Source: an optimization exercise on an open RTL-to-GDS flow (aim: small area, a short achievable clock period and few clock cycles). Production flows keep margins and buffers that such runs may drop.
Only simulation tests tie the RTL to the original design; equivalence was not proved.
No activity file was given, so power comes from the tool's default toggle rates.

alpha:
==> flow/design.v (excerpt) <==
module cvfp (
    input  wire        clk,
    input  wire        rst,
    input  wire        cmd_valid,
    output wire        cmd_ready,
    input  wire [3:0]  cmd_op,
    input  wire [15:0] cmd_a,
    input  wire [7:0]  cmd_b,
    input  wire        pv_valid,
    output wire        pv_ready,
    input  wire [7:0]  pv_data,
    output reg         rsp_valid,
    output reg  [2:0]  rsp_code,
    output reg  [15:0] rsp_data
);
    localparam BUFSZ = 258;
    localparam F     = 10;           
    localparam M     = BUFSZ - F;    
    localparam QN    = 4;            
    localparam QW    = 2;
    localparam OP_CLR   = 4'h0;
    localparam OP_PUSH  = 4'h1;
    localparam OP_RDB   = 4'h2;
    localparam OP_ENC   = 4'h3;
    localparam OP_SUM   = 4'h4;
    localparam OP_VAL   = 4'h5;
    localparam OP_WFQ   = 4'h6;
    localparam OP_FSZ   = 4'h7;
    localparam OP_GETF  = 4'h8;
    localparam OP_GETB  = 4'h9;
    localparam OP_GETSB = 4'hA;
    localparam OP_GETH  = 4'hB;
    localparam OP_RDST  = 4'hC;
    localparam R_OK         = 3'd0;
    localparam R_ERR        = 3'd1;
    localparam R_UNDERRUN   = 3'd2;
    localparam R_OVERFLOW   = 3'd3;
    localparam R_PARAMLEN   = 3'd4;
    localparam R_NOTVALID   = 3'd5;
    localparam R_PARAMRANGE = 3'd6;
    localparam R_BADOP      = 3'd7;
    localparam K_ZX = 2'd0;      
    localparam K_SX = 2'd1;      
    localparam K_HW = 2'd2;      
    reg [7:0] lo_c [0:F-1];      
  ...
==> flow/config.mk <==
export PLATFORM = sky130hd
export DESIGN_NAME = cvfp
export DESIGN_NICKNAME = cvfp
export VERILOG_FILES = /design/flow/design.v
export SDC_FILE = /design/flow/constraint.sdc
export NUM_CORES = 4
export LEC_CHECK = 0
export ABC_AREA = 1
export CAP_MARGIN = 20
export CORE_MARGIN = 2
export CORE_UTILIZATION = 60
export PLACE_DENSITY = 0.7
export SLEW_MARGIN = 20
export TNS_END_PERCENT = 100
==> flow/constraint.sdc <==
create_clock -name core_clock -period 10.0 [get_ports {clk}]
set_input_delay 2.0000 -clock core_clock [delete_from_list [all_inputs] [get_ports {clk}]]
set_output_delay 2.0000 -clock core_clock [all_outputs]
set_load 0.01 [all_outputs]
standard.sh (not shown) runs the stock make flow with config.mk's settings and CLKGATE_MAP_FILE= SYNTH_SCRIPT=/design/flow/synth_recipe.tcl, a recipe that flattens the netlist after the stock synthesis.
==> flow/flow/run.sh <==
#!/bin/bash
set -euo pipefail
bash standard.sh SETUP_SLACK_MARGIN=${MARGIN:-6.8} \
  "BUFFER_PORTS_ARGS=-buffer_cell sky130_fd_sc_hd__buf_4" \
  "CTS_ARGS=-sink_clustering_enable -repair_clock_nets -dont_use_dummy_load -sink_clustering_size 16 -sink_clustering_max_diameter 50 -sink_clustering_buffer sky130_fd_sc_hd__clkbuf_8" \
  finish > standard.log 2>&1
Testbench counts of alpha, summed over its fixed seeds: cycles 50,654.
Changes in beta relative to alpha:
- a deleted ABC_AREA that had been 1
- an added ABC_CLOCK_PERIOD_IN_PS of 3000
-- flow/flow/run.sh --
<<< alpha, line 3
bash standard.sh SETUP_SLACK_MARGIN=${MARGIN:-6.8} \
>>> beta, line 3
bash standard.sh SETUP_SLACK_MARGIN=${MARGIN:-7.0} \
--- outcome ---
- Non-clock buffer count: lower on alpha
- Side by side, power consumed by the clock network turned out higher in beta than in alpha.
- Relative to alpha, beta improves register-to-register slack.
- Going from alpha to beta, relative contribution of the clock network to total power grows by 0.6 points.
- beta vs. alpha: number of global-route vias before repair went down by 1161.
- Comparing effective utilization at floorplan for alpha and beta, the smaller number came from beta.
- alpha -> beta: floorplan die height increased slightly
- beta: total power is 0.18 mW lower than what alpha reported.
- Going from alpha to beta, post-route standard cell area excluding fillers went up about 1.5%, maximum frequency from static timing analysis went up 1.9%, sequential portion of the cell area went down 1.1 points.
- Of the two values seen for worst setup path startpoint, r_a[9] was produced by alpha and r_a[10] by beta.
Edits applied to the flow inputs when going from beta to gamma:
-- flow/flow/run.sh --
<<< beta, line 3
bash standard.sh SETUP_SLACK_MARGIN=${MARGIN:-7.0} \
>>> gamma, line 3
bash standard.sh SETUP_SLACK_MARGIN=${MARGIN:-6.8} \
[summary]
Comparing met2 usage for gamma and beta, the bigger number came from beta. For the non-clock buffer count, gamma came in 7 lower than beta did. In the flow results for gamma and beta, the worst slew slack as a fraction of its limit is smaller on gamma.

## re-timing with driven ports
Ports are ideal in the flow. The routed layouts listed here were re-timed in OpenROAD.
Step 1 (the two cells are an assumption about what drives the block):
set clk [get_ports {clk}]
set_driving_cell -lib_cell sky130_fd_sc_hd__clkbuf_16 $clk
set_driving_cell -lib_cell sky130_fd_sc_hd__buf_2 [delete_from_list [all_inputs] $clk]
Step 2 times the ports against the registers' clock, not the clock port: input delays grow and output delays shrink by t, the midpoint of the rising clock arrivals with the driver on.
Slacks: no drivers / after step 1 / after step 2; pairs: no drivers / after step 1.
run	t, ns	slack for setup (ns)	hold WS [ns]	slew at the worst register clock pin (ns)	worst slew at a driven data input, ns
alpha	0.785	6.705 / 6.675 / 6.191	0.282 / 0.282 / 0.282	0.10 / 0.10	0.05
beta	0.767	6.767 / 6.725 / 6.100	0.291 / 0.291 / 0.291	0.10 / 0.10	0.07
gamma	0.774	6.781 / 6.716 / 6.023	0.263 / 0.263 / 0.263	0.10 / 0.10	0.06
After both steps setup and hold are still met in every run listed. The setup slack of gamma, which loses most, moves by -0.065 ns with the drivers and by -0.758 ns with both steps.
